This design comes from an exercise in tuning for small area, a short achievable clock period and few clock cycles per item on the open sky130 flow, not from production work. The RTL was checked by simulation tests, not by an equivalence proof against the original design. No activity file was given, so power comes from the tool's default toggle rates.

`flow/design.v`:
```
module rtp_depkt (
  input  wire        clk,
  input  wire        rst,
  input  wire        in_valid,
  input  wire [7:0]  in_data,
  input  wire        in_last,
  output wire        in_ready,
  input  wire [11:0] sps_w,
  input  wire [11:0] sps_h,
  output reg         fo_valid,
  output reg  [7:0]  fo_data,
  output reg         fo_last,
  output reg         st_valid,
  output reg  [1:0]  st_hdr,
  output reg  [2:0]  st_kind,
  output reg  [3:0]  st_action,
  output reg         st_marker,
  output reg  [15:0] st_seq,
  output reg  [6:0]  st_payload_len,
  output reg         st_seq_exp_valid,
  output reg  [15:0] st_seq_expected,
  output reg         st_seq_anomaly,
  output reg         st_res_change,
  output reg         st_au_abandoned,
  output reg  [7:0]  st_attempted_len,
  output wire        st_re_state,
  output wire [11:0] st_width,
  output wire [11:0] st_height,
  output wire [31:0] st_anomaly_count
);
  localparam H_ACCEPTED = 2'd0, H_SHORT = 2'd1, H_VERSION = 2'd2, H_PT = 2'd3;
  localparam K_NONE = 3'd0, K_SPS = 3'd1, K_PPS = 3'd2, K_IDR = 3'd3, K_NONIDR = 3'd4,
             K_FUS = 3'd5, K_FUC = 3'd6, K_UNKNOWN = 3'd7;
  localparam A_NONE = 4'd0, A_IGNORED = 4'd1, A_CACHED_SPS = 4'd2, A_CACHED_PPS = 4'd3,
             A_PS_DROPPED = 4'd4, A_AU_STARTED = 4'd5, A_AU_APPENDED = 4'd6,
             A_EMITTED = 4'd7, A_NO_RES = 4'd8, A_ORPHAN = 4'd9, A_AU_OVERFLOW = 4'd10;
  reg        rdy;            
  reg        sv;             
  reg [7:0]  sd;
  reg        sl;
  reg [6:0]  si;
  reg        hv;             
  reg [7:0]  hd;
  reg        hl;             
  reg [6:0]  hi;             
  reg [6:0]  bi;             
  reg [11:0] cap_w, cap_h;
  reg        v_ok, pt_ok, mb;
  reg [15:0] seq;
  reg [2:0]  p0f;            
  reg        p0fu;           
  reg        fus_idr;        
  reg [2:0]  kk;             
  reg        mode_au, mode_stg;
  reg [7:0]  wptr;           
  reg [7:0]  wofs;           
  reg        wq_v;
  reg [6:0]  wq_a;
  reg [7:0]  wq_d;
  reg        pv;
  reg [6:0]  pr_plen;
  reg [1:0]  pr_hdr;
  reg        pr_p0;          
  reg        p2v;
  reg [2:0]  k2;
  reg [1:0]  h2;
  reg [6:0]  pl2;
  reg        m2, ovf2, big2, resc2, anom2, hres2;
  reg [7:0]  rp6;            
  reg [7:0]  addv2;
  reg [7:0]  stg [0:15];
  reg [7:0]  cch [0:23];
  reg [4:0]  sps_len;
  reg [3:0]  pps_len;
  reg        sps_cm, pps_cm;
  reg [11:0] width, height;
  reg        seq_valid;
  reg [15:0] seq_exp;
  reg [31:0] anom_cnt;
  reg [7:0]  au_buf [0:127];
  reg [7:0]  rd;             
  reg [7:0]  au_start;       
  reg [7:0]  au_cnt;         
  reg        re_state;
  reg        cp_en;
  reg [7:0]  cp_wptr;
  reg [5:0]  cp_rem;
  reg [4:0]  cp_src;
  reg [7:0]  cp_end;         
  reg        cp_fresh;       
  reg        cp_own;         
  reg        cp_cdg;         
  reg        push_pend;      
  reg [6:0]  pend_cnt;
  reg [6:0]  qf_cnt [0:3];
  reg [1:0]  q_rp, q_wp;
  reg [2:0]  q_n;
  reg        em_dat;         
  reg [1:0]  em_sc;
  reg [6:0]  em_rem;
  assign in_ready         = rdy;
  assign st_re_state      = re_state;
  assign st_width         = width;
  assign st_height        = height;
  assign st_anomaly_count = anom_cnt;
  wire [5:0]  pre      = {1'b0, sps_len} + {2'b0, pps_len} + 6'd6;
  wire [7:0]  pre8     = {2'b0, pre};
  wire        cp_done  = (cp_rem == 6'd0);
  wire        acc_hdr  = v_ok & pt_ok;
  wire        at12     = (hi == 7'd12);
  wire        at13     = (hi == 7'd13);
  wire        gt12     = (hi > 7'd12);
  wire [4:0]  ht       = hd[4:0];
  wire        is12_idr = at12 & acc_hdr & (ht == 5'd5);
  wire        is12_non = at12 & acc_hdr & (ht == 5'd1);
  wire        is12_ps  = at12 & acc_hdr & ((ht == 5'd7) | (ht == 5'd8));
  wire        is13_fu  = at13 & acc_hdr & p0fu;
  wire        is13_fus = is13_fu & hd[7];
  wire        is13_fui = is13_fus & (ht == 5'd5);
  wire        pay_we   = mode_au & gt12 & (wofs < 8'd125) & ~is13_fu;
  wire        hw_req   = is12_idr | is12_non | is13_fus | pay_we;
  wire        sel_cp   = is12_idr | is13_fui;
  wire        sel_st   = is12_non | (is13_fus & ~is13_fui);
  wire [7:0]  d_cp     = cp_wptr - rd;
  wire [7:0]  d_st     = au_start - rd;
  wire [7:0]  d_wp     = wptr - rd;
  wire        hw_space = sel_cp ? ~d_ce[7] : sel_st ? ~d_st[7] : ~d_wp[7];
  wire [7:0]  d_ce     = cp_end - rd;
  wire [7:0]  hw_addr  = sel_cp ? cp_end : sel_st ? au_start : wptr;
  wire [7:0]  hw_data  = is13_fus ? {p0f, ht} : hd;
  wire        q_stall  = ({1'b0, q_n} + {3'd0, pv} + {3'd0, p2v} + {3'd0, push_pend}) >= 4'd4;
  wire        own_busy = cp_own & ~cp_done;
  wire        stall_own = (sel_cp & (cp_own | cp_fresh)) | (cp_own & (is12_non | is13_fus) & ~push_pend);
  wire        can_consume = ~(hw_req & ~hw_space) & ~stall_own & ~(hl & (q_stall | (own_busy & ~cp_cdg)));
  wire        consume  = hv & can_consume;
  wire        head_we  = consume & hw_req;
  wire        head_free = ~hv | can_consume;
  wire        fire     = in_valid & rdy;
  wire        cp_we    = cp_en & ~cp_done & ~head_we & ~d_cp[7] & ~sps_cm & ~pps_cm;
  wire [7:0]  cp_byte  = (cp_src < 5'd24) ? cch[cp_src] : {7'd0, (cp_src == 5'd26) | (cp_src == 5'd29)};
  wire [4:0]  cp_src1  = cp_src + 5'd1;
  wire [4:0]  cp_nsrc  = (~cp_src[4] & (cp_src1 == sps_len)) ? 5'd24 :
                         (cp_src == 5'd26) ? ((pps_len == 4'd0) ? 5'd27 : 5'd16) :
                         ((cp_src[4:3] == 2'b10) & (cp_src1[3:0] == pps_len)) ? 5'd27 : cp_src1;
  wire [3:0]  stg_idx  = hi[3:0] - 4'd12;
  wire        accepted = (pr_hdr == H_ACCEPTED);
  wire [7:0]  plen8    = {1'b0, pr_plen};
  wire [2:0]  kind     = ~accepted ? K_NONE : ~pr_p0 ? K_UNKNOWN : kk;
  wire [7:0]  add_b    = (kind == K_FUC) ? au_cnt :
                         ((kind == K_IDR) || ((kind == K_FUS) && fus_idr)) ? rp6 : 8'd0;
  wire [7:0]  add_c    = (kind == K_FUC) ? 8'hfe : (kind == K_FUS) ? 8'hff : 8'h00;
  wire [7:0]  addv1    = plen8 + add_b + add_c;
  wire [8:0]  cont_sum = {1'b0, au_cnt} + {1'b0, plen8};
  wire        ovf1     = (kind == K_FUC) && (cont_sum > 9'd127);
  wire        em_on    = (q_n != 3'd0);
  wire        em_pop   = em_on & em_dat & (em_rem == 7'd1);
  reg         q_push;
  reg  [6:0]  q_cnt;
  reg         n_re, emit, keep, own_keep;
  reg  [7:0]  n_start;
  reg  [4:0]  n_sl;
  reg  [3:0]  n_pl;
  integer i;
  always @(posedge clk) begin
    if (wq_v) au_buf[wq_a] <= wq_d;
    if (hv & mode_stg & gt12 & (hi < 7'd28)) stg[stg_idx] <= hd;
    if (hv & is12_ps) stg[0] <= hd;
    if (sps_cm) for (i = 0; i < 16; i = i + 1) cch[i] <= stg[i];
    if (pps_cm) for (i = 0; i < 8; i = i + 1) cch[16 + i] <= stg[i];
  end
  always @(posedge clk) begin
    st_valid <= 1'b0;
    fo_valid <= 1'b0;
    fo_last  <= 1'b0;
    pv       <= 1'b0;
    p2v      <= 1'b0;
    wq_v     <= 1'b0;
    sps_cm   <= 1'b0;
    pps_cm   <= 1'b0;
    q_push = 1'b0;
    q_cnt  = addv2[6:0];
    cp_fresh <= 1'b0;
    cp_end   <= cp_wptr + {2'd0, cp_rem};
    rp6      <= pre8;
    if (rst) begin
      rdy       <= 1'b0;
      sv        <= 1'b0;
      hv        <= 1'b0;
      bi        <= 7'd0;
      mode_au   <= 1'b0;
      mode_stg  <= 1'b0;
      sps_len   <= 5'd0;
      pps_len   <= 4'd0;
      width     <= 12'd0;
      height    <= 12'd0;
      seq_valid <= 1'b0;
      anom_cnt  <= 32'd0;
      rd        <= 8'd0;
      au_start  <= 8'd0;
      au_cnt    <= 8'd0;
      re_state  <= 1'b0;
      cp_en     <= 1'b1;
      cp_wptr   <= 8'd0;
      cp_rem    <= 6'd6;
      cp_src    <= 5'd24;
      cp_own    <= 1'b0;
      cp_cdg    <= 1'b0;
      push_pend <= 1'b0;
      q_rp      <= 2'd0;
      q_wp      <= 2'd0;
      q_n       <= 3'd0;
      em_dat    <= 1'b0;
      em_sc     <= 2'd0;
      em_rem    <= 7'd0;
    end else begin
      if (fire) begin
        bi <= in_last ? 7'd0 : bi + 7'd1;
        if (in_last && bi >= 7'd11) begin
          cap_w <= sps_w;
          cap_h <= sps_h;
        end
      end
      if (head_free) begin
        if (sv) begin
          hv <= 1'b1; hd <= sd; hl <= sl; hi <= si;
        end else if (fire) begin
          hv <= 1'b1; hd <= in_data; hl <= in_last; hi <= bi;
        end else begin
          hv <= 1'b0;
        end
        sv  <= 1'b0;
        rdy <= 1'b1;
      end else begin
        if (fire) begin
          sv <= 1'b1; sd <= in_data; sl <= in_last; si <= bi;
        end
        rdy <= ~(sv | fire);
      end
      if (cp_we) begin
        wq_v    <= 1'b1;
        wq_a    <= cp_wptr[6:0];
        wq_d    <= cp_byte;
        cp_wptr <= cp_wptr + 8'd1;
        cp_rem  <= cp_rem - 6'd1;
        cp_src  <= cp_nsrc;
      end
      if (cp_own & cp_done) begin
        cp_own   <= 1'b0;
        cp_en    <= ~re_state & ~mode_au;
        cp_wptr  <= au_start;
        cp_rem   <= pre;
        cp_src   <= (sps_len == 5'd0) ? 5'd24 : 5'd0;
        cp_fresh <= 1'b1;
        if (push_pend) begin
          push_pend <= 1'b0;
          q_push    = 1'b1;
          q_cnt     = pend_cnt;
        end
      end
      if (consume) begin
        case (hi)
          7'd0: v_ok <= (hd[7:6] == 2'd2);
          7'd1: begin pt_ok <= (hd[6:0] == 7'd96); mb <= hd[7]; end
          7'd2: seq[15:8] <= hd;
          7'd3: seq[7:0]  <= hd;
          default: ;
        endcase
        if (hl) begin
          pr_plen <= hi - 7'd11;
          pr_p0   <= (hi > 7'd11);
          pr_hdr  <= (hi < 7'd11) ? H_SHORT : ~v_ok ? H_VERSION : ~pt_ok ? H_PT : H_ACCEPTED;
        end
      end
      if (consume) begin
        if (hi == 7'd0) begin
          mode_au  <= 1'b0;
          mode_stg <= 1'b0;
        end
        if (at12) begin
          p0f      <= hd[7:5];
          p0fu     <= (ht == 5'd28);
          mode_stg <= is12_ps;
          mode_au  <= is12_idr | is12_non;
          if (~own_busy) cp_en <= is12_idr | (cp_en & acc_hdr & (ht == 5'd28));
          if (is12_idr & ~cp_done) begin
            cp_own <= 1'b1;
            cp_cdg <= ~hl;
          end
          case (ht)
            5'd7:  kk <= K_SPS;
            5'd8:  kk <= K_PPS;
            5'd5:  kk <= K_IDR;
            5'd1:  kk <= K_NONIDR;
            default: kk <= K_UNKNOWN;
          endcase
        end
        if (at13) fus_idr <= (ht == 5'd5);
        if (is13_fu) begin
          kk       <= hd[7] ? K_FUS : K_FUC;
          if (~own_busy) cp_en <= is13_fui;
          if (is13_fui & ~cp_done) begin
            cp_own <= 1'b1;
            cp_cdg <= ~hl;
          end
          if (is13_fus) begin
            mode_au <= 1'b1;
          end else begin
            mode_au <= re_state;
            wptr    <= au_start + au_cnt;
            wofs    <= au_cnt;
          end
        end
        if (head_we) begin
          wq_v <= 1'b1;
          wq_a <= hw_addr[6:0];
          wq_d <= hw_data;
          wptr <= hw_addr + 8'd1;
          wofs <= sel_st ? 8'd1 : sel_cp ? rp6 + 8'd1 : wofs + 8'd1;
        end else if (mode_au & ~is13_fu & gt12) begin
          wofs <= wofs + 8'd1;
        end
        if (hl) begin
          pv       <= 1'b1;
          cp_cdg   <= 1'b0;
          mode_au  <= 1'b0;
          mode_stg <= 1'b0;
        end
      end
      if (pv) begin
        p2v   <= 1'b1;
        k2    <= kind;
        h2    <= pr_hdr;
        pl2   <= pr_plen;
        m2    <= mb;
        ovf2  <= ovf1;
        big2  <= (kind == K_SPS) ? (pr_plen > 7'd16) : (pr_plen > 7'd8);
        resc2 <= (cap_w != 12'd0) && (cap_h != 12'd0) && (cap_w != width || cap_h != height);
        anom2 <= seq_valid && (seq != seq_exp);
        hres2 <= (width != 12'd0) && (height != 12'd0);
        addv2 <= addv1;
      end
      if (p2v) begin
        st_valid         <= 1'b1;
        st_seq           <= (h2 == H_ACCEPTED) ? seq : 16'd0;
        st_seq_exp_valid <= (h2 == H_ACCEPTED) & seq_valid;
        st_seq_expected  <= ((h2 == H_ACCEPTED) & seq_valid) ? seq_exp : 16'd0;
        st_hdr           <= h2;
        st_kind          <= k2;
        st_marker        <= (h2 == H_ACCEPTED) & m2;
        st_payload_len   <= (h2 == H_ACCEPTED) ? pl2 : 7'd0;
        st_seq_anomaly   <= (h2 == H_ACCEPTED) & anom2;
        st_res_change    <= 1'b0;
        st_au_abandoned  <= 1'b0;
        st_attempted_len <= 8'd0;
        st_action        <= A_NONE;
        if (h2 == H_ACCEPTED) begin
          seq_valid <= 1'b1;
          seq_exp   <= seq + 16'd1;
          if (anom2) anom_cnt <= anom_cnt + 32'd1;
        end
        n_re    = re_state;
        n_start = au_start;
        n_sl    = sps_len;
        n_pl    = pps_len;
        emit    = 1'b0;
        keep    = 1'b0;
        case (k2)
          K_SPS: begin
            if (big2) begin
              st_action        <= A_PS_DROPPED;
              st_attempted_len <= {1'b0, pl2};
            end else begin
              sps_cm    <= 1'b1;
              sps_len   <= pl2[4:0];
              n_sl      = pl2[4:0];
              st_action <= A_CACHED_SPS;
              if (resc2) begin
                width         <= cap_w;
                height        <= cap_h;
                st_res_change <= 1'b1;
              end
            end
          end
          K_PPS: begin
            if (big2) begin
              st_action        <= A_PS_DROPPED;
              st_attempted_len <= {1'b0, pl2};
            end else begin
              pps_cm    <= 1'b1;
              pps_len   <= pl2[3:0];
              n_pl      = pl2[3:0];
              st_action <= A_CACHED_PPS;
            end
          end
          K_IDR, K_NONIDR: begin
            st_au_abandoned <= re_state;
            n_re            = 1'b0;
            au_cnt          <= 8'd0;
            if (!hres2) begin
              st_action <= A_NO_RES;
            end else begin
              st_action <= A_EMITTED;
              emit      = 1'b1;
              keep      = 1'b1;
              n_start   = au_start + addv2;
            end
          end
          K_FUS: begin
            st_au_abandoned <= re_state;
            st_action       <= A_AU_STARTED;
            n_re            = 1'b1;
            keep            = 1'b1;
            au_cnt          <= addv2;
          end
          K_FUC: begin
            if (!re_state) begin
              st_action <= A_ORPHAN;
            end else if (ovf2) begin
              st_action        <= A_AU_OVERFLOW;
              st_attempted_len <= addv2 + 8'd3;
              n_re             = 1'b0;
              au_cnt           <= 8'd0;
            end else if (m2 && !hres2) begin
              st_action <= A_NO_RES;
              n_re      = 1'b0;
              au_cnt    <= 8'd0;
            end else if (m2) begin
              st_action <= A_EMITTED;
              n_re      = 1'b0;
              au_cnt    <= 8'd0;
              emit      = 1'b1;
              n_start   = au_start + addv2;
            end else begin
              st_action <= A_AU_APPENDED;
              au_cnt    <= addv2;
            end
          end
          K_UNKNOWN: st_action <= A_IGNORED;
          default:   st_action <= A_NONE;
        endcase
        re_state <= n_re;
        au_start <= n_start;
        own_keep = cp_own & ~cp_done & keep;
        if (emit) begin
          if (own_keep) begin
            push_pend <= 1'b1;
            pend_cnt  <= addv2[6:0];
          end else begin
            q_push = 1'b1;
            q_cnt  = addv2[6:0];
          end
        end
        if (!own_keep) begin
          cp_own   <= 1'b0;
          cp_en    <= ~n_re;
          cp_wptr  <= n_start;
          cp_rem   <= {1'b0, n_sl} + {2'b0, n_pl} + 6'd6;
          cp_src   <= (n_sl == 5'd0) ? 5'd24 : 5'd0;
          cp_fresh <= 1'b1;
        end
      end
      if (em_on) begin
        fo_valid <= 1'b1;
        if (em_dat) begin
          fo_data <= au_buf[rd[6:0]];
          rd      <= rd + 8'd1;
          em_rem  <= em_rem - 7'd1;
          if (em_rem == 7'd1) begin
            em_dat  <= 1'b0;
            fo_last <= 1'b1;
          end
        end else begin
          fo_data <= {7'd0, em_sc == 2'd2};
          em_sc   <= em_sc + 2'd1;
          if (em_sc == 2'd2) begin
            em_sc  <= 2'd0;
            em_dat <= 1'b1;
            em_rem <= qf_cnt[q_rp];
          end
        end
      end
      if (q_push) begin
        qf_cnt[q_wp] <= q_cnt;
        q_wp <= q_wp + 2'd1;
      end
      if (em_pop) q_rp <= q_rp + 2'd1;
      q_n <= q_n + {2'd0, q_push} - {2'd0, em_pop};
    end
  end
endmodule
```
`flow/flow/run.sh`:
```
#!/bin/bash
set -euo pipefail
bash standard.sh SETUP_SLACK_MARGIN=6.5 finish > standard_flow.log 2>&1
```
`flow/standard.sh`:
```
#!/bin/bash
# synth_recipe.tcl (not shown) runs the flow's synth.tcl, then flattens the netlist and writes it again
# the make line also repeats each setting of config.mk as NAME=value (left out here)
make -C /OpenROAD-flow-scripts/flow DESIGN_CONFIG=/design/flow/config.mk WORK_HOME=/design/flow/orfs CLKGATE_MAP_FILE= SYNTH_SCRIPT=/design/flow/synth_recipe.tcl "${@:-finish}"
```
`flow/config.mk`:
```
export PLATFORM = sky130hd
export DESIGN_NAME = rtp_depkt
export DESIGN_NICKNAME = rtp_depkt
export VERILOG_FILES = /design/flow/design.v
export SDC_FILE = /design/flow/constraint.sdc
export NUM_CORES = 4
export LEC_CHECK = 0
export CAP_MARGIN = 20
export CORE_MARGIN = 2
export CORE_UTILIZATION = 65
export PLACE_DENSITY = 0.8
export SLEW_MARGIN = 20
```
`flow/constraint.sdc`:
```
create_clock -name core_clock -period 10.0 [get_ports {clk}]
set_input_delay 2.0000 -clock core_clock [delete_from_list [all_inputs] [get_ports {clk}]]
set_output_delay 2.0000 -clock core_clock [all_outputs]
set_load 0.01 [all_outputs]
```
==> results of run 1 <==
==> cells by family (layout without fill, tap and decap cells) <==
family	Yosys count	after routing	share of synthesized area
flip-flops	1789	1789	0.718
XOR/XNOR	188	188	0.0227
adder cells (fa/ha/maj)	122	122	0.0227
buffers and inverters	270	682	0.0149
AND/OR/NAND/NOR	990	990	0.0646
multiplexers	412	412	0.117
AO/OA/AOI/OAI	446	447	0.0407
==> per-stage QoR <==
step	instance area, um2	utilization	hold slack, ns	total power, uW
6_report	82200	0.744	0.417	15900
5_1_grt	82200	0.744	0.425	16300
4_1_cts	81800	0.740	0.418	15900
3_5_place_dp	75800	0.686	0.405	9570
3_3_place_gp	75800	0.686	0.400	9520
2_1_floorplan	72500	-	0.400	9210
==> worst paths after layout <==
| path | start | to | slack (ns) |
|---|---|---|---|
| worst max-delay path | fo_data[0]$_DFFE_PP_ | fo_data[0] | 6.49 |
| worst min register to register | stg[13][3]$_DFFE_PP_ | cch[13][3]$_DFFE_PP_ | 0.42 |
| worst min-delay path | stg[13][3]$_DFFE_PP_ | cch[13][3]$_DFFE_PP_ | 0.42 |
| worst max register to register | hd[1]$_DFFE_PP_ | seq[5]$_DFFE_PP_ | 6.53 |
==> layer usage <==
layer / GRT usage / share of wire / wire [um]
met4: 0.146 / 0.051 / 9320
met5: 0 / 0 / 0
met1: 0.431 / 0.36 / 66100
met3: 0.0583 / 0.092 / 16800
met2: 0.536 / 0.50 / 90900
==> registers in the layout (all words and copies together) (netlist names), 12 cells and up, named ones only <==
signal	flops
height	12
st_seq	16
cap_h	12
au_buf	1024
anom_cnt	32
width	12
seq	16
seq_exp	16
st_seq_expected	16
qf_cnt	28
stg	128
cap_w	12
cch	192
==> final cells by class <==
type                    instances  area share
multi-input cells            2159       0.240
well taps                    1488      0.0227
clock buffers                 221      0.0561
clock inverters                86      0.0111
inverters                      94     0.00435
repair buffers                281      0.0328
flip-flops and latches       1789       0.633
==> power groups by stage <==
stage                     logic (uW)  registers [uW]  clock network (uW)
after global placement           807            8710                   0
after floorplan                  388            8820                   0
after global routing             950            8570                6750
final                            889            8560                6450
after CTS                        866            8560                6470
after detailed placement         847            8720                   0
==> worst register-to-register path: cells and delay by family, from the launching register on <==
family          cells  cell delay (ns)
compound gates      3             0.59
buf+inv             2             0.44
flops               1             0.42
simple gates        5             1.73
==> cell usage after synthesis (16+ instances only) <==
| library cell | n |
|---|---|
| xnor2_1 | 110 |
| nor3_1 | 53 |
| a221oi_1 | 22 |
| o21ai_0 | 83 |
| nand2b_1 | 21 |
| a21o_1 | 17 |
| inv_1 | 94 |
| nand2_1 | 222 |
| a211oi_1 | 25 |
| dfxtp_1 | 175 |
| or3_1 | 20 |
| and3_1 | 52 |
| a21oi_1 | 133 |
| buf_2 | 38 |
| ha_1 | 106 |
| nor2_1 | 357 |
| clkbuf_1 | 110 |
| and2_1 | 41 |
| a31oi_1 | 18 |
| nor2b_1 | 38 |
| nand3_1 | 74 |
| a22oi_1 | 36 |
| nand4_1 | 44 |
| buf_1 | 22 |
| edfxtp_1 | 1614 |
| xor2_1 | 78 |
| fa_1 | 16 |
| mux4_2 | 343 |
| mux2i_1 | 43 |
| mux2_2 | 25 |
| nor4_1 | 30 |
==> what timing repair did <==
item / CTS / global route
buffers inserted: 28 / 19
endpoints found under the setup margin: 365 / 149
hold buffers: 0 / 0
gates cloned: 3 / 0
pin swaps: 4 / 7
resized for setup: 265 / 62
==> metrics.csv, run 1 <==
stage;metric;value;unit
layout;nets;4653;
critical_path;CP Capture Type;output pin;
critical_path;CP required;8.00;ns
floorplan;number of top-level pins;166;
synth;Syn Inst Count;4217;
pwr;combinational power share;0.056;
clock_tree;CTS Buf Count;170;
synth;Syn Nets;4375;
global_routing;GRT Util Overall;0.326;
synth;Ys Warns;2;
layout;share of cells above drive strength 1;0.189;
pwr;sequential share of power;0.538;
critical_path;FF-to-FF path depth;10;
critical_path;buffer and inverter count on the worst path;1;
pwr;Sw Ratio;0.223;
sta;final hold violations;0;
layout;most common cell after layout, fill and taps aside;edfxtp_1;
sta;Setup WS post-layout;6.49;ns
layout;multi-input logic area;0.0197;mm2
place;pre-CTS setup slack;5.32;ns
pwr;P_sw;3540;uW
global_routing;vias in the first global route;40700;
clock_tree;H-tree Lvls;4;
detailed_routing;routed vias/inst;6.67;
layout;fillcell total;6276;
clock_tree;CTS tree;yes;
floorplan;row count;122;
critical_path;Crit Path Max Fanout;1;
synth;synthesis-stage register bit count;1789;
clock_tree;clock transition at the registers of the reported paths;0.06;ns
synth;sequential area share after synthesis;0.718;
floorplan;starting density of the core;0.655;
floorplan;DIE WIDTH;338;um
min_path;Hold Path Depth;0;
detailed_routing;Initial DRC Count;5439;
run_status;outcome;timing/DRC/antenna clean;
layout;register area;0.0520;mm2
critical_path;CP Depth;1;
clock_tree;CTS root buffer;clkbuf_16;
detailed_routing;wire length after detailed routing;183;mm
layout;Finished Layout Cells;6118;
pwr;clock share of power;0.406;
layout;most frequent cells in the layout;1,614 x edfxtp_1, 343 x mux4_2, 341 x nor2_1, 218 x nand2_1, 173 x clkbuf_16;
critical_path;Crit path max-delay family;flip-flops;
detailed_routing;Remaining DRCs;0;
clock_tree;clk latency of the worst-skew pair;0.79;ns
synth;Async SR Flop Fraction;0;
min_path;worst min path class;flop to flop;
critical_path;worst path cell trace;buf_2;
pwr;Pleak;0.0268;uW
floorplan;die height;338;um
synth;Synth area leader;edfxtp_1;
global_routing;largest net degree at the start of global routing;126;
synth;most used flip-flop cell after synthesis;edfxtp_1;
sta;fmax;0.285;GHz
global_routing;global-route wire length before repair;269;mm
synth;top post-synthesis cells by area;edfxtp_1 67%, mux4_2 11%, dfxtp_1 4.8%;
critical_path;crit path kind;flop to output pin;
layout;Ant. Diodes;0;
pwr;peak supply drop;0.216;mV
place;Final GP Congestion;0.892;
detailed_routing;drt pass-1 iters;8;
pwr;Int Power;12400;uW
detailed_routing;wire per inst;29.9;um
detailed_routing;via count;40800;
synth;number of enable flip-flop cells after synthesis;1614;
sta;setup violators final;0;
detailed_routing;Detail Route Antenna Nets;0;
sta;fin. max-slew vios;0;
synth;top cell type's share of synthesized area;0.669;
floorplan;Die Area;0.114;mm2
critical_path;Slowest cell on crit path;edfxtp_1;
critical_path;Critical Path Max Stage Delay;0.52;ns
sta;Tmin final;3.51;ns
pwr;total power per unit cell area;194;mW/mm2
place;cell count after placement;5761;
clock_tree;Num Clock Sinks;1789;
place;number of port buffers;165;
layout;Area Growth Syn to Fin;13.5;%
critical_path;element type at the critical path start;flop;
critical_path;Worst EP arrival;1.51;ns
synth;Mapped Avg Cell Area;17.2;um2
floorplan;Core Box Area;0.111;mm2
global_routing;grt total ovfl;0;
global_routing;initial antenna violation count;1;
clock_tree;deepest clock path buffer count;3;
place;hpwl dp;109;mm
sta;RSZ-0062 raised after global routing;true;
sta;final setup TNS;0;ns
flow_run;max_cap viols;0;
sta;Least-Margin Pin Slew;1.22;ns
sta;Slew HR;0.182;
sta;Layout Skew;0.0315;ns
synth;Synth cell types;84;
sta;final worst path period share;0.351;
synth;Post-Syn Area;0.0724;mm2
Testbench counts, summed over its fixed seeds: cycles 76,713, datagrams 2,400.
==> run 2: changes to the inputs <==
--- a/flow/config.mk
+++ b/flow/config.mk
@@ -9,4 +9,4 @@
 export CORE_MARGIN = 2
-export CORE_UTILIZATION = 65
-export PLACE_DENSITY = 0.8
+export CORE_UTILIZATION = 55
+export PLACE_DENSITY = 0.72
 export SLEW_MARGIN = 20
==> metrics.csv, run 2 <==
stage;metric;value;unit
run_status;outcome;timing/DRC/antenna clean;
layout;share of cells above drive strength 1;0.196;
place;cell count after placement;6035;
detailed_routing;Detail Route Antenna Nets;0;
layout;most frequent cells in the layout;1,614 x edfxtp_1, 343 x mux4_2, 338 x nor2_1, 219 x nand2_1, 189 x clkbuf_16;
synth;Ys Warns;2;
synth;Post-Syn Area;0.0724;mm2
global_routing;vias in the first global route;39200;
sta;Least-Margin Pin Slew;1.21;ns
sta;final setup TNS;0;ns
global_routing;met2 Track Usage GR;0.421;
detailed_routing;routed vias/inst;6.17;
critical_path;buffer and inverter count on the worst path;1;
floorplan;row count;133;
layout;nets;4670;
sta;final hold violations;0;
critical_path;element type at the critical path start;flop;
clock_tree;clk latency of the worst-skew pair;0.82;ns
global_routing;initial antenna violation count;1;
sta;Setup WS post-layout;6.52;ns
synth;top cell type's share of synthesized area;0.669;
clock_tree;Num Clock Sinks;1789;
floorplan;number of top-level pins;166;
synth;Synth area leader;edfxtp_1;
clock_tree;H-tree Lvls;4;
clock_tree;clock transition at the registers of the reported paths;0.06;ns
layout;Ant. Diodes;0;
sta;Layout Skew;0.0287;ns
floorplan;starting density of the core;0.552;
min_path;worst min path class;flop to flop;
floorplan;die height;367;um
synth;Mapped Avg Cell Area;17.2;um2
critical_path;Worst EP arrival;1.48;ns
synth;Simple-Gate Fraction of Synth Area;0.0646;
floorplan;Core Box Area;0.131;mm2
pwr;Pleak;0.0268;uW
sta;Tmin final;3.48;ns
synth;Compound-Gate Fraction of Synth Area;0.0407;
place;number of port buffers;165;
global_routing;GRT Util Overall;0.254;
clock_tree;CTS tree;yes;
synth;sequential area share after synthesis;0.718;
place;pre-CTS setup slack;5.27;ns
global_routing;met1 global-route usage;0.349;
detailed_routing;Initial DRC Count;4861;
floorplan;Die Area;0.135;mm2
pwr;total power per unit cell area;193;mW/mm2
detailed_routing;drt pass-1 iters;6;
synth;Async SR Flop Fraction;0;
layout;most common cell after layout, fill and taps aside;edfxtp_1;
sta;setup violators final;0;
layout;Top Registers;au_buf: 1024 flops, cch: 192 flops, stg: 128 flops;
flow_run;max_cap viols;0;
floorplan;DIE WIDTH;367;um
synth;adder-cell area share of the yosys netlist;0.0227;
sta;RSZ-0062 raised after global routing;true;
detailed_routing;wire length after detailed routing;172;mm
critical_path;Crit Path Max Fanout;1;
synth;number of enable flip-flop cells after synthesis;1614;
layout;final instance area;0.0829;mm2
synth;Syn Inst Count;4217;
sta;Slew HR;0.191;
detailed_routing;wire per inst;26.9;um
global_routing;global-route wire length before repair;255;mm
synth;cell with the most instances after synthesis;edfxtp_1;
synth;XOR/XNOR Fraction of Synth Area;0.0227;
sta;fmax;0.287;GHz
sta;fin. max-slew vios;0;
layout;max reg flops;1024;
place;Post-DP Area;0.0762;mm2
critical_path;crit path kind;flop to output pin;
synth;commonest cells in the netlist;1,614 x edfxtp_1, 357 x nor2_1, 343 x mux4_2;
synth;largest family of logic cells by synthesized area;multiplexers;
synth;post-synthesis mux area share;0.117;
place;hpwl dp;106;mm
detailed_routing;Remaining DRCs;0;
synth;Syn Nets;4375;
synth;top post-synthesis cells by area;edfxtp_1 67%, mux4_2 11%, dfxtp_1 4.8%;
critical_path;CP required;8.00;ns
global_routing;largest net degree at the start of global routing;131;
sta;final worst path period share;0.348;
critical_path;Crit path max-delay family;flip-flops;
global_routing;gr busiest metal;met2;
critical_path;Critical Path Max Stage Delay;0.51;ns
synth;most used flip-flop cell after synthesis;edfxtp_1;
clock_tree;deepest clock path buffer count;3;
synth;synthesis-stage register bit count;1789;
detailed_routing;via count;39600;
layout;largest register by flop count;au_buf;
critical_path;Slowest cell on crit path;edfxtp_1;
clock_tree;CTS root buffer;clkbuf_16;
clock_tree;CTS Buf Count;178;
global_routing;GR Util met3;0.0382;
layout;Area Growth Syn to Fin;14.4;%
layout;Finished Layout Cells;6415;
critical_path;worst path cell trace;buf_6;
place;Final GP Congestion;0.867;
pwr;peak supply drop;0.204;mV
critical_path;CP Capture Type;output pin;
global_routing;grt total ovfl;0;
synth;Synth cell types;84;
layout;Core Util, Final;0.632;
## run 2: worst reg2reg max path, stage by stage (launching register included)
cell and delay [ns]:
dfxtp_1 0.55, inv_1 0.12, ha_1 0.32, nand2b_1 0.18
nor2_1 0.18, a222oi_1 0.69, nand3_1 0.18, a2111oi_0 0.52
nor3_1 0.11, a211oi_1 0.25, a21oi_1 0.06
## run 2: per-layer routing
metal,wire length [um],share of wire,vias up
met4,5410,0.031,2
met1,68200,0.40,20200
met2,85400,0.50,1949
met3,13300,0.077,332
li1,-,-,17200
met5,13,0.000075,-
## run 2: report_power, final
group          leakage (uW)  switching, uW  internal, uW
clock               0.00282           2810          3790
combinational       0.00789            638           211
sequential           0.0161            112          8460
## run 2: layout make-up
class / instances / area (um2)
clock buffer: 239 / 4910
sequential: 1789 / 52000
clock inverter: 89 / 860
timing repair buffer: 290 / 2790
fill: 9151 / 48300
multi-input combinational: 2159 / 19700
inverter: 94 / 358
tap: 1755 / 2200
## run 2: final timing paths
check                                          start             endpoint  slack, ns  depth (start not counted)
worst min register to register   stg[9][4]$_DFFE_PP_  cch[9][4]$_DFFE_PP_       0.41                          0
worst max-delay path            fo_data[0]$_DFFE_PP_           fo_data[0]       6.52                          1
worst min-delay path             stg[9][4]$_DFFE_PP_  cch[9][4]$_DFFE_PP_       0.41                          0
worst max register to register  cp_src[0]$_SDFF_PP0_    wq_d[7]$_DFFE_PN_       6.57                         10
## run 2: what timing repair did
action	4_1_cts	5_1_grt
gates cloned	1	2
buffers inserted	24	22
hold buffers	0	0
setup endpoints to repair	344	208
gates resized for setup	342	65
pin swaps	4	11
## run 2: stage by stage
stage	power (uW)	hold slack [ns]
after floorplan	9210	0.400
after global placement	9510	0.400
after detailed placement	9550	0.405
after CTS	16100	0.410
after global routing	16500	0.421
final	16000	0.408
## run 2: logic make-up (layout without fill, tap and decap cells)
group                    Yosys count  in the layout
adder cells (fa/ha/maj)          122            122
XOR/XNOR                         188            188
flip-flops                      1789           1789
AO/OA/AOI/OAI                    446            447
buffers and inverters            270            712
AND/OR/NAND/NOR                  990            990
multiplexers                     412            412
==> run 3: changes to the inputs <==
--- a/flow/config.mk
+++ b/flow/config.mk
@@ -10,2 +10,3 @@
 export CORE_UTILIZATION = 55
+export CTS_BUF_LIST = sky130_fd_sc_hd__clkbuf_4 sky130_fd_sc_hd__clkbuf_8 sky130_fd_sc_hd__clkbuf_16
 export PLACE_DENSITY = 0.72
==> metrics.csv, run 3 <==
stage;metric;value;unit
global_routing;met2 Track Usage GR;0.418;
synth;sequential area share after synthesis;0.718;
critical_path;crit path kind;flop to output pin;
layout;Core Util, Final;0.633;
synth;Synth cell types;84;
critical_path;Worst EP arrival;1.47;ns
sta;final hold violations;0;
critical_path;element type at the critical path start;flop;
detailed_routing;wire length after detailed routing;172;mm
layout;fillcell total;9130;
critical_path;register-to-register setup slack;6.59;ns
layout;largest register by flop count;au_buf;
synth;Syn Inst Count;4217;
synth;top post-synthesis cells by area;edfxtp_1 67%, mux4_2 11%, dfxtp_1 4.8%;
floorplan;Core Box Area;0.131;mm2
global_routing;met1 global-route usage;0.347;
layout;Ant. Diodes;0;
sta;Tmin final;3.47;ns
place;pre-CTS setup slack;5.27;ns
detailed_routing;drt pass-1 iters;6;
layout;nets;4671;
floorplan;DIE WIDTH;367;um
synth;most used flip-flop cell after synthesis;edfxtp_1;
sta;RSZ-0062 raised after global routing;true;
global_routing;gr busiest metal;met2;
critical_path;CP Capture Type;output pin;
sta;Layout Skew;0.0295;ns
clock_tree;CTS root buffer;clkbuf_16;
clock_tree;clk latency of the worst-skew pair;0.81;ns
place;Final GP Congestion;0.867;
sta;final setup TNS;0;ns
layout;most common cell after layout, fill and taps aside;edfxtp_1;
min_path;worst min path class;flop to flop;
sta;final worst path period share;0.347;
sta;setup violators final;0;
synth;synthesis-stage register bit count;1789;
min_path;hold wc startpoint;stg[9][4]$_DFFE_PP_;
place;hpwl dp;106;mm
critical_path;CP required;8.00;ns
sta;Slew HR;0.215;
critical_path;Reg2Reg Launch Point;hd[3]$_DFFE_PP_;
pwr;Pleak;0.0270;uW
clock_tree;H-tree Lvls;4;
global_routing;GRT Util Overall;0.254;
flow_run;max_cap viols;0;
critical_path;Crit Path Max Fanout;1;
detailed_routing;via count;39500;
critical_path;worst path cell trace;buf_6;
floorplan;row count;133;
synth;Ys Warns;2;
floorplan;die height;367;um
floorplan;number of top-level pins;166;
critical_path;RR Endpoint;wptr[7]$_DFFE_PP_;
detailed_routing;routed vias/inst;6.16;
sta;fmax;0.288;GHz
synth;Post-Syn Area;0.0724;mm2
clock_tree;deepest clock path buffer count;3;
synth;cell with the most instances after synthesis;edfxtp_1;
sta;fin. max-slew vios;0;
sta;Setup WS post-layout;6.53;ns
layout;Top Registers;au_buf: 1024 flops, cch: 192 flops, stg: 128 flops;
critical_path;Critical Path Max Stage Delay;0.50;ns
synth;top cell type's share of synthesized area;0.669;
pwr;total power per unit cell area;195;mW/mm2
synth;number of enable flip-flop cells after synthesis;1614;
clock_tree;CTS Buf Count;178;
synth;Syn Nets;4375;
place;number of port buffers;165;
critical_path;FF-to-FF path depth;10;
global_routing;GR Util met3;0.0434;
floorplan;Die Area;0.135;mm2
pwr;peak supply drop;0.189;mV
critical_path;Slowest cell on crit path;edfxtp_1;
clock_tree;CTS tree;yes;
critical_path;buffer and inverter count on the worst path;1;
layout;max reg flops;1024;
min_path;Hold Path Sink;cch[9][4]$_DFFE_PP_;
synth;commonest cells in the netlist;1,614 x edfxtp_1, 357 x nor2_1, 343 x mux4_2;
critical_path;Crit path max-delay family;flip-flops;
synth;Mapped Avg Cell Area;17.2;um2
layout;share of cells above drive strength 1;0.207;
layout;Area Growth Syn to Fin;14.7;%
run_status;outcome;timing/DRC/antenna clean;
detailed_routing;Detail Route Antenna Nets;0;
global_routing;global-route wire length before repair;255;mm
clock_tree;clock transition at the registers of the reported paths;0.06;ns
global_routing;grt total ovfl;0;
layout;most frequent cells in the layout;1,614 x edfxtp_1, 343 x mux4_2, 337 x nor2_1, 219 x nand2_1, 189 x clkbuf_16;
global_routing;initial antenna violation count;2;
detailed_routing;Initial DRC Count;4650;
global_routing;largest net degree at the start of global routing;131;
synth;Async SR Flop Fraction;0;
sta;Least-Margin Pin Slew;1.17;ns
min_path;Hold Path Depth;0;
detailed_routing;Remaining DRCs;0;
clock_tree;Num Clock Sinks;1789;
synth;Synth area leader;edfxtp_1;
global_routing;vias in the first global route;39300;
detailed_routing;wire per inst;26.9;um
floorplan;starting density of the core;0.552;
run 3: cell counts after synthesis:
Identical to the previous run, type by type.
run 3: how the worst max path moves through the flow:
stage                                     from                      to  slack (ns)  cells past startpoint
final                     fo_data[0]$_DFFE_PP_              fo_data[0]        6.53                      1
after global routing      fo_data[0]$_DFFE_PP_              fo_data[0]        6.47                      1
after CTS                                 flop    fo_data[0]$_DFFE_PP_        6.27                      8
after detailed placement                  flop    fo_data[0]$_DFFE_PP_        5.27                      8
after global placement                    flop    fo_data[0]$_DFFE_PP_        5.30                      8
after floorplan                            rst  st_action[0]$_DFFE_PP_        6.51                      3
run 3: layout make-up:
class                      count  area [um2]  area share
sequential                  1789       52100       0.627
multi-input combinational   2159       19700       0.237
clock buffer                 239        5090      0.0613
timing repair buffer         291        2790      0.0336
tap                         1755        2200      0.0264
clock inverter                89         860      0.0103
inverter                      94         358     0.00431
run 3: power by group:
group	total [uW]	switching (uW)	internal, uW	leakage, uW
clock network	6740	2820	3930	0.00298
logic	850	639	211	0.00789
registers	8570	112	8460	0.0161
run 3: through the flow:
step | cell area (um2) | hold slack, ns | power, uW | cells
6_report | 83100 | 0.408 | 16200 | 6416
5_1_grt | 83100 | 0.422 | 16600 | 6416
4_1_cts | 82500 | 0.408 | 16200 | 6388
3_5_place_dp | 76200 | 0.405 | 9550 | 6035
3_3_place_gp | 76200 | 0.400 | 9510 | 6033
2_1_floorplan | 72500 | 0.400 | 9210 | 4217
run 3: timing repair:
action	4_1_cts	5_1_grt
endpoints found under the setup margin	344	213
buffers inserted	24	24
endpoints found under the hold margin	0	0
gates resized for setup	341	74
cloned	1	2
pin swaps	4	11
hold buffers	0	0
run 3: metal layers:
metal / vias to the layer above / routed length (um) / share of wire
met2: 1924 / 85000 / 0.49
met3: 351 / 14100 / 0.082
met1: 20100 / 67600 / 0.39
met4: 2 / 5700 / 0.033
met5: - / 12 / 0.000070
li1: 17200 / - / -
run 3: logic make-up (layout without fill, tap and decap cells):
logic type	after synthesis	after routing	synth area share
flip-flops	1789	1789	0.718
AND/OR/NAND/NOR	990	990	0.0646
AO/OA/AOI/OAI	446	447	0.0407
adder cells (fa/ha/maj)	122	122	0.0227
buffers and inverters	270	713	0.0149
multiplexers	412	412	0.117
XOR/XNOR	188	188	0.0227
==> run 4: changes to the inputs <==
--- a/flow/config.mk
+++ b/flow/config.mk
@@ -10,3 +10,4 @@
 export CORE_UTILIZATION = 55
-export CTS_BUF_LIST = sky130_fd_sc_hd__clkbuf_4 sky130_fd_sc_hd__clkbuf_8 sky130_fd_sc_hd__clkbuf_16
+export CTS_CLUSTER_DIAMETER = 80
+export CTS_CLUSTER_SIZE = 30
 export PLACE_DENSITY = 0.72
==> metrics.csv, run 4 <==
stage;metric;value;unit
critical_path;element type at the critical path start;flop;
critical_path;Slowest cell on crit path;mux4_2;
floorplan;Die Area;0.135;mm2
critical_path;register-to-register setup slack;6.53;ns
min_path;Hold Path Depth;0;
critical_path;CP required;10.46;ns
detailed_routing;drt pass-1 iters;6;
sta;Least-Margin Pin Slew;1.12;ns
flow_run;max_cap viols;0;
critical_path;buffer and inverter count on the worst path;2;
detailed_routing;wire per inst;26.5;um
sta;fmax;0.288;GHz
detailed_routing;via count;38500;
clock_tree;CTS tree;yes;
critical_path;CP dominant cell by count;mux4_2;
global_routing;GRT Util Overall;0.245;
critical_path;worst path cell trace;buf_16, buf_8, mux4_2, mux4_2, mux4_2, mux2_2, nand2_1, o21ai_1;
floorplan;Core Box Area;0.131;mm2
place;Final GP Congestion;0.867;
critical_path;Crit path max-delay family;multiplexers;
critical_path;crit path kind;flop to flop;
critical_path;FF-to-FF path depth;8;
synth;sequential area share after synthesis;0.718;
global_routing;initial antenna violation count;2;
sta;RSZ-0062 raised after global routing;true;
clock_tree;deepest clock path buffer count;3;
floorplan;number of top-level pins;166;
detailed_routing;Initial DRC Count;4651;
synth;top post-synthesis cells by area;edfxtp_1 67%, mux4_2 11%, dfxtp_1 4.8%;
clock_tree;CTS Buf Count;83;
clock_tree;clock transition at the registers of the reported paths;0.11;ns
detailed_routing;max layer used;met5;
detailed_routing;met3 WL;11.9;mm
floorplan;row count;133;
place;hpwl dp;106;mm
layout;largest register by flop count;au_buf;
sta;setup violators final;0;
layout;most frequent cells in the layout;1,614 x edfxtp_1, 343 x mux4_2, 338 x nor2_1, 218 x nand2_1, 130 x a21oi_1;
critical_path;CP Depth;8;
critical_path;Worst EP arrival;3.93;ns
sta;final worst path period share;0.347;
synth;top cell type's share of synthesized area;0.669;
detailed_routing;Detail Route Antenna Nets;0;
clock_tree;CTS root buffer;clkbuf_16;
detailed_routing;routed vias/inst;6.18;
sta;Slew HR;0.252;
min_path;worst min path class;flop to flop;
sta;Tmin final;3.47;ns
synth;Ys Warns;2;
layout;max reg flops;1024;
synth;Syn Nets;4375;
clock_tree;Post-CTS Hold Buffers;0;
floorplan;die height;367;um
layout;fillcell total;9572;
synth;synthesis-stage register bit count;1789;
floorplan;DIE WIDTH;367;um
synth;Syn Inst Count;4217;
detailed_routing;wire length after detailed routing;165;mm
critical_path;CP Capture Type;flop;
layout;nets;4570;
layout;Area Growth Syn to Fin;10.0;%
synth;cell with the most instances after synthesis;edfxtp_1;
detailed_routing;met2 wire length;82.1;mm
synth;Synth cell types;84;
global_routing;largest net degree at the start of global routing;131;
layout;share of cells above drive strength 1;0.167;
clock_tree;H-tree Lvls;3;
pwr;total power per unit cell area;170;mW/mm2
sta;fin. max-slew vios;0;
global_routing;grt total ovfl;0;
synth;number of enable flip-flop cells after synthesis;1614;
global_routing;global-route wire length before repair;247;mm
layout;Top Registers;au_buf: 1024 flops, cch: 192 flops, stg: 128 flops;
synth;Async SR Flop Fraction;0;
global_routing;vias in the first global route;38000;
layout;Ant. Diodes;0;
synth;most used flip-flop cell after synthesis;edfxtp_1;
critical_path;Crit Path Max Fanout;38;
run_status;outcome;timing/DRC/antenna clean;
place;number of port buffers;165;
sta;Fin Hold WS;0.396;ns
clock_tree;Num Clock Sinks;1789;
floorplan;starting density of the core;0.552;
synth;Post-Syn Area;0.0724;mm2
sta;final hold violations;0;
critical_path;Critical Path Max Stage Delay;0.55;ns
layout;most common cell after layout, fill and taps aside;edfxtp_1;
pwr;Pleak;0.0255;uW
synth;Mapped Avg Cell Area;17.2;um2
detailed_routing;wl on met1;66.9;mm
synth;Synth area leader;edfxtp_1;
clock_tree;clk latency of the worst-skew pair;0.72;ns
sta;Layout Skew;0.0656;ns
pwr;peak supply drop;0.148;mV
synth;commonest cells in the netlist;1,614 x edfxtp_1, 357 x nor2_1, 343 x mux4_2;
detailed_routing;Remaining DRCs;0;
sta;final setup TNS;0;ns
[run 4: cell types whose count changed in the layout (fill, tap and decap cells not counted), moves of 22 or more]
cell | before | now
clkbuf_16 | 189 | 87
clkdlybuf4s15_1 | 71 | 5
clkbuf_4 | 49 | 0
clkinv_1 | 26 | 4
dlygate4sd2_1 | 32 | 124
clkinv_2 | 31 | 4
[run 4: worst paths after layout]
path,start,end
setup / recovery,flop,fo_data[0]$_DFFE_PP_
hold / removal,stg[15][5]$_DFFE_PP_,cch[15][5]$_DFFE_PP_
setup reg to reg,flop,fo_data[0]$_DFFE_PP_
hold reg to reg,stg[15][5]$_DFFE_PP_,cch[15][5]$_DFFE_PP_
[run 4: per-layer routing]
layer / up-vias / GRT usage
li1: 16900 / -
met1: 19800 / 0.344
met2: 1613 / 0.406
met3: 244 / 0.0321
met4: 2 / 0.0701
met5: - / 0
[run 4: stage by stage]
stage,util,total power [uW],instances,worst slack [ns],cell area (um2)
2_1_floorplan,-,9210,4217,6.51,72500
3_3_place_gp,0.581,9510,6033,5.30,76200
3_5_place_dp,0.581,9550,6035,5.27,76200
4_1_cts,0.605,13600,6206,6.28,79300
5_1_grt,0.608,14000,6229,6.40,79700
6_report,0.608,13600,6229,6.53,79700
[run 4: worst reg2reg max path, cell delays in order, from the launching register on]
cell     delay (ns)
dfxtp_4        0.52
buf_16         0.34
buf_8          0.34
mux4_2         0.57
mux4_2         0.53
mux4_2         0.53
mux2_2         0.28
nand2_1        0.07
o21ai_1        0.07
[run 4: what timing repair did]
action | CTS | global route
resized for setup | 226 | 37
setup endpoints to repair | 364 | 139
gates cloned | 1 | 0
hold endpoints to repair | 0 | 0
setup buffers | 23 | 21
pin swaps | 5 | 10
[run 4: cells by family (layout without fill, tap and decap cells)]
kind of cell | Yosys count | in the layout | synth area share
compound gates | 446 | 447 | 0.0407
buf+inv | 270 | 526 | 0.0149
flops | 1789 | 1789 | 0.718
fa+ha+maj | 122 | 122 | 0.0227
xor+xnor | 188 | 188 | 0.0227
simple gates | 990 | 990 | 0.0646
mux | 412 | 412 | 0.117
[run 4: cell type report]
| class | instances | area, um2 | area share |
|---|---|---|---|
| repair buffers | 285 | 2580 | 0.0324 |
| flip-flops and latches | 1789 | 52000 | 0.653 |
| clock inverters | 42 | 556 | 0.00697 |
| clock buffers | 105 | 2240 | 0.0282 |
| well taps | 1755 | 2200 | 0.0276 |
| inverters | 94 | 359 | 0.00451 |
| multi-input cells | 2159 | 19700 | 0.247 |
[run 4: where the power goes]
part,total (uW),leakage [uW],switching (uW),internal [uW]
registers,8550,0.0161,108,8440
clock network,4160,0.00135,2420,1740
logic,844,0.00809,633,210
total,13600,0.0255,3170,10400
==> run 5: changes to the inputs <==
--- a/flow/config.mk
+++ b/flow/config.mk
@@ -10,4 +10,4 @@
 export CORE_UTILIZATION = 55
-export CTS_CLUSTER_DIAMETER = 80
-export CTS_CLUSTER_SIZE = 30
+export CTS_CLUSTER_DIAMETER = 60
+export CTS_CLUSTER_SIZE = 20
 export PLACE_DENSITY = 0.72
==> metrics.csv, run 5 <==
stage;metric;value;unit
detailed_routing;Detail Route Antenna Nets;0;
sta;final worst path period share;0.347;
layout;Core Util, Final;0.620;
clock_tree;clock transition at the registers of the reported paths;0.08;ns
layout;share of cells above drive strength 1;0.183;
synth;Ys Warns;2;
synth;Synth area leader;edfxtp_1;
sta;setup violators final;0;
synth;Post-Syn Area;0.0724;mm2
flow_run;max_cap viols;0;
sta;fin. max-slew vios;0;
synth;number of enable flip-flop cells after synthesis;1614;
global_routing;largest net degree at the start of global routing;131;
detailed_routing;wl on met1;67.7;mm
synth;Synth cell types;84;
global_routing;global-route wire length before repair;250;mm
place;hpwl dp;106;mm
floorplan;die height;367;um
sta;Slew HR;0.230;
clock_tree;clk latency of the worst-skew pair;0.78;ns
critical_path;Reg2Reg Launch Point;cp_src[2]$_SDFF_PP0_;
synth;synthesis-stage register bit count;1789;
detailed_routing;routed vias/inst;6.19;
floorplan;Core Box Area;0.131;mm2
synth;top post-synthesis cells by area;edfxtp_1 67%, mux4_2 11%, dfxtp_1 4.8%;
sta;fmax;0.288;GHz
layout;largest register by flop count;au_buf;
critical_path;buffer and inverter count on the worst path;1;
global_routing;initial antenna violation count;0;
min_path;Hold Path Depth;0;
synth;top cell type's share of synthesized area;0.669;
critical_path;CP Capture Type;output pin;
layout;most common cell after layout, fill and taps aside;edfxtp_1;
clock_tree;CTS tree;yes;
detailed_routing;wire length after detailed routing;169;mm
place;number of port buffers;165;
layout;max reg flops;1024;
critical_path;RR Endpoint;wq_d[2]$_DFFE_PN_;
clock_tree;deepest clock path buffer count;3;
synth;most used flip-flop cell after synthesis;edfxtp_1;
floorplan;row count;133;
critical_path;Crit path max-delay family;flip-flops;
detailed_routing;max layer used;met4;
critical_path;crit path kind;flop to output pin;
critical_path;register-to-register setup slack;6.59;ns
place;pre-CTS setup slack;5.27;ns
synth;Syn Nets;4375;
detailed_routing;Remaining DRCs;0;
layout;Area Growth Syn to Fin;12.2;%
floorplan;starting density of the core;0.552;
global_routing;grt total ovfl;0;
layout;nets;4629;
critical_path;worst path cell trace;clkdlybuf4s15_2;
clock_tree;CTS root buffer;clkbuf_16;
floorplan;Die Area;0.135;mm2
synth;Mapped Avg Cell Area;17.2;um2
synth;Async SR Flop Fraction;0;
layout;Ant. Diodes;0;
sta;Setup WS post-layout;6.53;ns
clock_tree;Num Clock Sinks;1789;
sta;Fin Hold WS;0.408;ns
synth;commonest cells in the netlist;1,614 x edfxtp_1, 357 x nor2_1, 343 x mux4_2;
detailed_routing;wire per inst;26.7;um
layout;most frequent cells in the layout;1,614 x edfxtp_1, 343 x mux4_2, 337 x nor2_1, 218 x nand2_1, 138 x clkbuf_16;
clock_tree;CTS Buf Count;130;
critical_path;Worst EP arrival;1.47;ns
clock_tree;H-tree Lvls;4;
critical_path;Slowest cell on crit path;edfxtp_1;
sta;Least-Margin Pin Slew;1.15;ns
layout;Top Registers;au_buf: 1024 flops, cch: 192 flops, stg: 128 flops;
min_path;Hold Path Sink;cch[12][2]$_DFFE_PP_;
sta;Tmin final;3.47;ns
run_status;outcome;timing/DRC/antenna clean;
detailed_routing;Initial DRC Count;4744;
place;Final GP Congestion;0.867;
pwr;Pleak;0.0262;uW
pwr;peak supply drop;0.189;mV
min_path;worst min path class;flop to flop;
sta;RSZ-0062 raised after global routing;true;
synth;cell with the most instances after synthesis;edfxtp_1;
critical_path;element type at the critical path start;flop;
detailed_routing;via count;39100;
synth;sequential area share after synthesis;0.718;
critical_path;Crit Path Max Fanout;1;
global_routing;GRT Util Overall;0.249;
detailed_routing;met2 wire length;83.9;mm
detailed_routing;met3 WL;12.8;mm
critical_path;CP required;8.00;ns
floorplan;DIE WIDTH;367;um
global_routing;vias in the first global route;38500;
sta;final setup TNS;0;ns
pwr;total power per unit cell area;181;mW/mm2
critical_path;FF-to-FF path depth;11;
floorplan;number of top-level pins;166;
critical_path;Critical Path Max Stage Delay;0.43;ns
detailed_routing;drt pass-1 iters;6;
sta;final hold violations;0;
clock_tree;Post-CTS Hold Buffers;0;
synth;Syn Inst Count;4217;
sta;Layout Skew;0.0479;ns
min_path;hold wc startpoint;stg[12][2]$_DFFE_PP_;
[run 5: worst reg2reg max path, stage by stage (launching register included)]
cell and delay (ns):
dfxtp_1 0.32, buf_4 0.45, nand2b_1 0.38, nor2_1 0.24, buf_4 0.22, a22oi_1 0.16, nand2_1 0.07, a221oi_1 0.35
nand4_1 0.33, a211oi_1 0.33, o311ai_0 0.17, o21a_1 0.15
[run 5: routing by layer]
layer / vias to the layer above / track usage
met3: 283 / 0.0372
met5: - / 0
met2: 1717 / 0.411
li1: 17000 / -
met4: 0 / 0.0725
met1: 20100 / 0.349
[run 5: timing repair]
item                       CTS  global route
setup buffers               22            32
pin swaps                    5            11
cloned                       1             2
setup endpoints to repair  354           203
resized for setup          263            71
[run 5: worst max-delay path by stage]
stage                                  start                     end  slack (ns)  depth (start not counted)
floorplan                                rst  st_action[0]$_DFFE_PP_        6.51                          3
CTS                                     flop    fo_data[0]$_DFFE_PP_        6.29                          6
global placement                        flop    fo_data[0]$_DFFE_PP_        5.30                          8
detailed placement                      flop    fo_data[0]$_DFFE_PP_        5.27                          8
finish              fo_data[4]$_SDFFCE_PN0P_              fo_data[4]        6.53                          1
global route                  ovf2$_DFFE_PP_       q_n[2]$_SDFF_PP0_        6.38                         16
[run 5: metrics by stage]
step,area (um2),instances,total power (uW)
6_report,81300,6317,14700
5_1_grt,81300,6317,15100
4_1_cts,80700,6281,14800
3_5_place_dp,76200,6035,9550
3_3_place_gp,76200,6033,9510
2_1_floorplan,72500,4217,9210
[run 5: logic make-up (layout without fill, tap and decap cells)]
group	count (synthesis)	after routing	share of synthesized area
DFF	1789	1789	0.718
muxes	412	412	0.117
adders and majority gates	122	122	0.0227
buffers and inverters	270	614	0.0149
xor gates and xnor gates	188	188	0.0227
and+or+nand+nor	990	990	0.0646
AOI/OAI and AO/OA	446	447	0.0407
[run 5: cell type report]
class / count / area, um2
multi-input combinational: 2159 / 19700
fill: 9360 / 49800
clock inverter: 62 / 661
timing repair buffer: 297 / 2810
clock buffer: 161 / 3510
tap: 1755 / 2200
sequential: 1789 / 52000
inverter: 94 / 359
[run 5: power by group]
group / internal [uW] / leakage, uW / switching, uW
clock network: 2670 / 0.00202 / 2630
registers: 8440 / 0.0161 / 108
logic: 212 / 0.00808 / 637
total: 11300 / 0.0262 / 3380
==> run 6: changes to the inputs <==
==> flow/flow/run.sh (replaced) <==
#!/bin/bash
set -euo pipefail
bash standard.sh SETUP_SLACK_MARGIN=7 finish > standard_flow.log 2>&1
--- a/flow/config.mk
+++ b/flow/config.mk
@@ -10,4 +10,2 @@
 export CORE_UTILIZATION = 55
-export CTS_CLUSTER_DIAMETER = 60
-export CTS_CLUSTER_SIZE = 20
 export PLACE_DENSITY = 0.72
==> metrics.csv, run 6 <==
stage;metric;value;unit
run_status;outcome;timing/DRC/antenna clean;
pwr;P_sw;3690;uW
floorplan;number of top-level pins;166;
layout;multi-input logic area;0.0210;mm2
sta;Layout Skew;0.0418;ns
synth;Synth area leader;edfxtp_1;
detailed_routing;routed vias/inst;6.32;
detailed_routing;wire length after detailed routing;190;mm
clock_tree;clk latency of the worst-skew pair;0.82;ns
synth;Syn Nets;4375;
synth;Mapped Avg Cell Area;17.2;um2
critical_path;Worst EP arrival;1.54;ns
clock_tree;CTS root buffer;clkbuf_16;
place;cell count after placement;6027;
clock_tree;CTS tree;yes;
min_path;worst min path class;flop to flop;
critical_path;element type at the critical path start;flop;
global_routing;met2 Track Usage GR;0.447;
synth;Ys Warns;2;
critical_path;Reg2Reg Launch Point;p2v$_SDFF_PP0_;
detailed_routing;via count;41900;
pwr;combinational power share;0.061;
clock_tree;H-tree Lvls;4;
pwr;power after layout;16200;uW
pwr;Sw Ratio;0.227;
global_routing;initial antenna violation count;4;
critical_path;Crit path max-delay family;flip-flops;
sta;RSZ-0062 raised after global routing;true;
pwr;peak supply drop;0.213;mV
sta;Least-Margin Pin Slew;1.13;ns
critical_path;CP Capture Type;output pin;
pwr;Pleak;0.0284;uW
pwr;total power per unit cell area;187;mW/mm2
synth;most used flip-flop cell after synthesis;edfxtp_1;
synth;sequential area share after synthesis;0.718;
floorplan;DIE WIDTH;367;um
layout;Finished Layout Cells;6628;
sta;Tmin final;3.54;ns
global_routing;gr busiest metal;met2;
global_routing;largest net degree at the start of global routing;130;
critical_path;Crit Path Max Fanout;1;
global_routing;met1 global-route usage;0.370;
clock_tree;deepest clock path buffer count;3;
critical_path;CP Launch Point;fo_data[7]$_SDFFCE_PN0P_;
sta;setup violators final;0;
synth;cell with the most instances after synthesis;edfxtp_1;
pwr;clock share of power;0.412;
synth;commonest cells in the netlist;1,614 x edfxtp_1, 357 x nor2_1, 343 x mux4_2;
synth;Post-Syn Area;0.0724;mm2
critical_path;crit path kind;flop to output pin;
synth;Syn Inst Count;4217;
clock_tree;Post-CTS Hold Buffers;0;
critical_path;Slowest cell on crit path;edfxtp_1;
detailed_routing;wire per inst;28.6;um
synth;synthesis-stage register bit count;1789;
min_path;hold wc startpoint;stg[9][5]$_DFFE_PP_;
synth;Synth cell types;84;
layout;register area;0.0522;mm2
sta;final hold violations;0;
layout;most frequent cells in the layout;1,614 x edfxtp_1, 343 x mux4_2, 254 x nor2_1, 217 x buf_4, 201 x nand2_1;
place;number of port buffers;165;
place;Final GP Congestion;0.897;
clock_tree;clock transition at the registers of the reported paths;0.06;ns
layout;fillcell total;8535;
synth;top post-synthesis cells by area;edfxtp_1 67%, mux4_2 11%, dfxtp_1 4.8%;
clock_tree;Num Clock Sinks;1789;
detailed_routing;drt pass-1 iters;6;
floorplan;row count;133;
synth;top cell type's share of synthesized area;0.669;
synth;Async SR Flop Fraction;0;
critical_path;Critical Path Max Stage Delay;0.52;ns
floorplan;starting density of the core;0.552;
sta;Slew HR;0.247;
global_routing;grt total ovfl;0;
global_routing;GRT Util Overall;0.274;
sta;fin. max-slew vios;0;
sta;final setup TNS;0;ns
global_routing;global-route wire length before repair;272;mm
layout;Top Registers;au_buf: 1024 flops, cch: 192 flops, stg: 128 flops;
sta;fmax;0.282;GHz
critical_path;buffer and inverter count on the worst path;1;
global_routing;GR Util met3;0.0455;
detailed_routing;Detail Route Antenna Nets;0;
detailed_routing;Remaining DRCs;0;
layout;nets;4879;
layout;Area Growth Syn to Fin;19.8;%
sta;final worst path period share;0.354;
global_routing;vias in the first global route;41000;
layout;final instance area;0.0867;mm2
synth;number of enable flip-flop cells after synthesis;1614;
critical_path;worst path cell trace;buf_2;
layout;largest register by flop count;au_buf;
floorplan;die height;367;um
pwr;Int Power;12500;uW
layout;share of cells above drive strength 1;0.305;
layout;most common cell after layout, fill and taps aside;edfxtp_1;
pwr;sequential share of power;0.527;
detailed_routing;Initial DRC Count;5492;
floorplan;Core Box Area;0.131;mm2
flow_run;max_cap viols;0;
critical_path;CP required;8.00;ns
place;hpwl dp;105;mm
place;Post-DP Area;0.0764;mm2
clock_tree;CTS Buf Count;176;
floorplan;Die Area;0.135;mm2
layout;max reg flops;1024;
==> run 6: timing repair <==
| action | 4_1_cts | 5_1_grt |
|---|---|---|
| endpoints found under the setup margin | 694 | 680 |
| resized for setup | 898 | 240 |
| buffers inserted | 166 | 68 |
| endpoints found under the hold margin | 0 | 0 |
| gates cloned | 22 | 15 |
| pin swaps | 39 | 80 |
==> run 6: cells by family after synthesis <==
family                     Yosys count  synth area share
muxes                              412             0.117
and+or+nand+nor                    990            0.0646
adders and majority gates          122            0.0227
AOI/OAI and AO/OA                  446            0.0407
xor gates and xnor gates           188            0.0227
DFF                               1789             0.718
buffers and inverters              270            0.0149
==> run 6: per-layer routing <==
metal | wire length (um) | part of all wire | vias up
met5 | 15 | 0.000079 | -
met4 | 8950 | 0.047 | 2
met3 | 16400 | 0.086 | 508
met2 | 92500 | 0.49 | 2425
met1 | 71700 | 0.38 | 21300
li1 | - | - | 17700
==> run 6: through the flow <==
stage                     worst slack, ns   util  hold slack [ns]
after detailed placement             5.37  0.582            0.405
after global placement               5.39  0.582            0.400
after global routing                 6.44  0.662            0.422
final                                6.46  0.662            0.409
after floorplan                      6.62      -            0.400
after CTS                            6.40  0.648            0.415
==> run 6: cell type report <==
| type | instances | share of cell area |
|---|---|---|
| flip-flops and latches | 1789 | 0.601 |
| inverters | 94 | 0.00440 |
| clock buffers | 235 | 0.0554 |
| well taps | 1755 | 0.0253 |
| repair buffers | 498 | 0.0597 |
| diodes | 1 | 0.0000288 |
| multi-input cells | 2162 | 0.242 |
| clock inverters | 94 | 0.0120 |
==> run 6: path summary, 6_finish.rpt <==
| path | to | slack (ns) | cells after the start |
|---|---|---|---|
| max reg2reg | wofs[3]$_DFFE_PP_ | 6.67 | 13 |
| min reg2reg | cch[9][5]$_DFFE_PP_ | 0.41 | 0 |
| min | cch[9][5]$_DFFE_PP_ | 0.41 | 0 |
| max | fo_data[7] | 6.46 | 1 |
==> run 6: power by group through the flow <==
stage               clock (uW)  sequential, uW  combinational [uW]
CTS                       6720            8550                 908
floorplan                    0            8820                 393
global route              7010            8560                1060
global placement             0            8710                 815
finish                    6680            8550                 991
detailed placement           0            8710                 851

separate check: timing with driven ports:
How much do the figures lean on ideal ports? The routed layouts below were timed once more, with nothing changed but the port constraints.
Step 1 sets driving cells, clkbuf_16 on the clock port and buf_2 on the other inputs (assumed; they add their load-dependent delay and slew).
Step 2 adds t to the input delays and takes it off the output delays; t is the mean of the earliest and latest rising clock arrival at the registers after step 1. Input paths then give back, and output paths get back, about the clock's delay inside the block.
Slacks: ideal / step 1 / step 2; pairs: ideal / step 1.
| run | t, ns | slack for setup (ns) | worst slew at a driven data input, ns |
|---|---|---|---|
| run 1 | 0.847 | 6.489 / 6.418 / 5.824 | 0.07 |
| run 2 | 0.873 | 6.515 / 6.439 / 5.764 | 0.10 |
| run 3 | 0.868 | 6.525 / 6.453 / 5.778 | 0.10 |
| run 4 | 0.762 | 6.529 / 6.458 / 5.900 | 0.09 |
| run 5 | 0.838 | 6.530 / 6.454 / 5.883 | 0.09 |
| run 6 | 0.889 | 6.459 / 6.375 / 6.241 | 0.11 |
After both steps setup and hold are still met in every run listed. For run 2, which loses most, drivers alone change the setup slack by -0.076 ns; drivers and shift together by -0.751 ns.
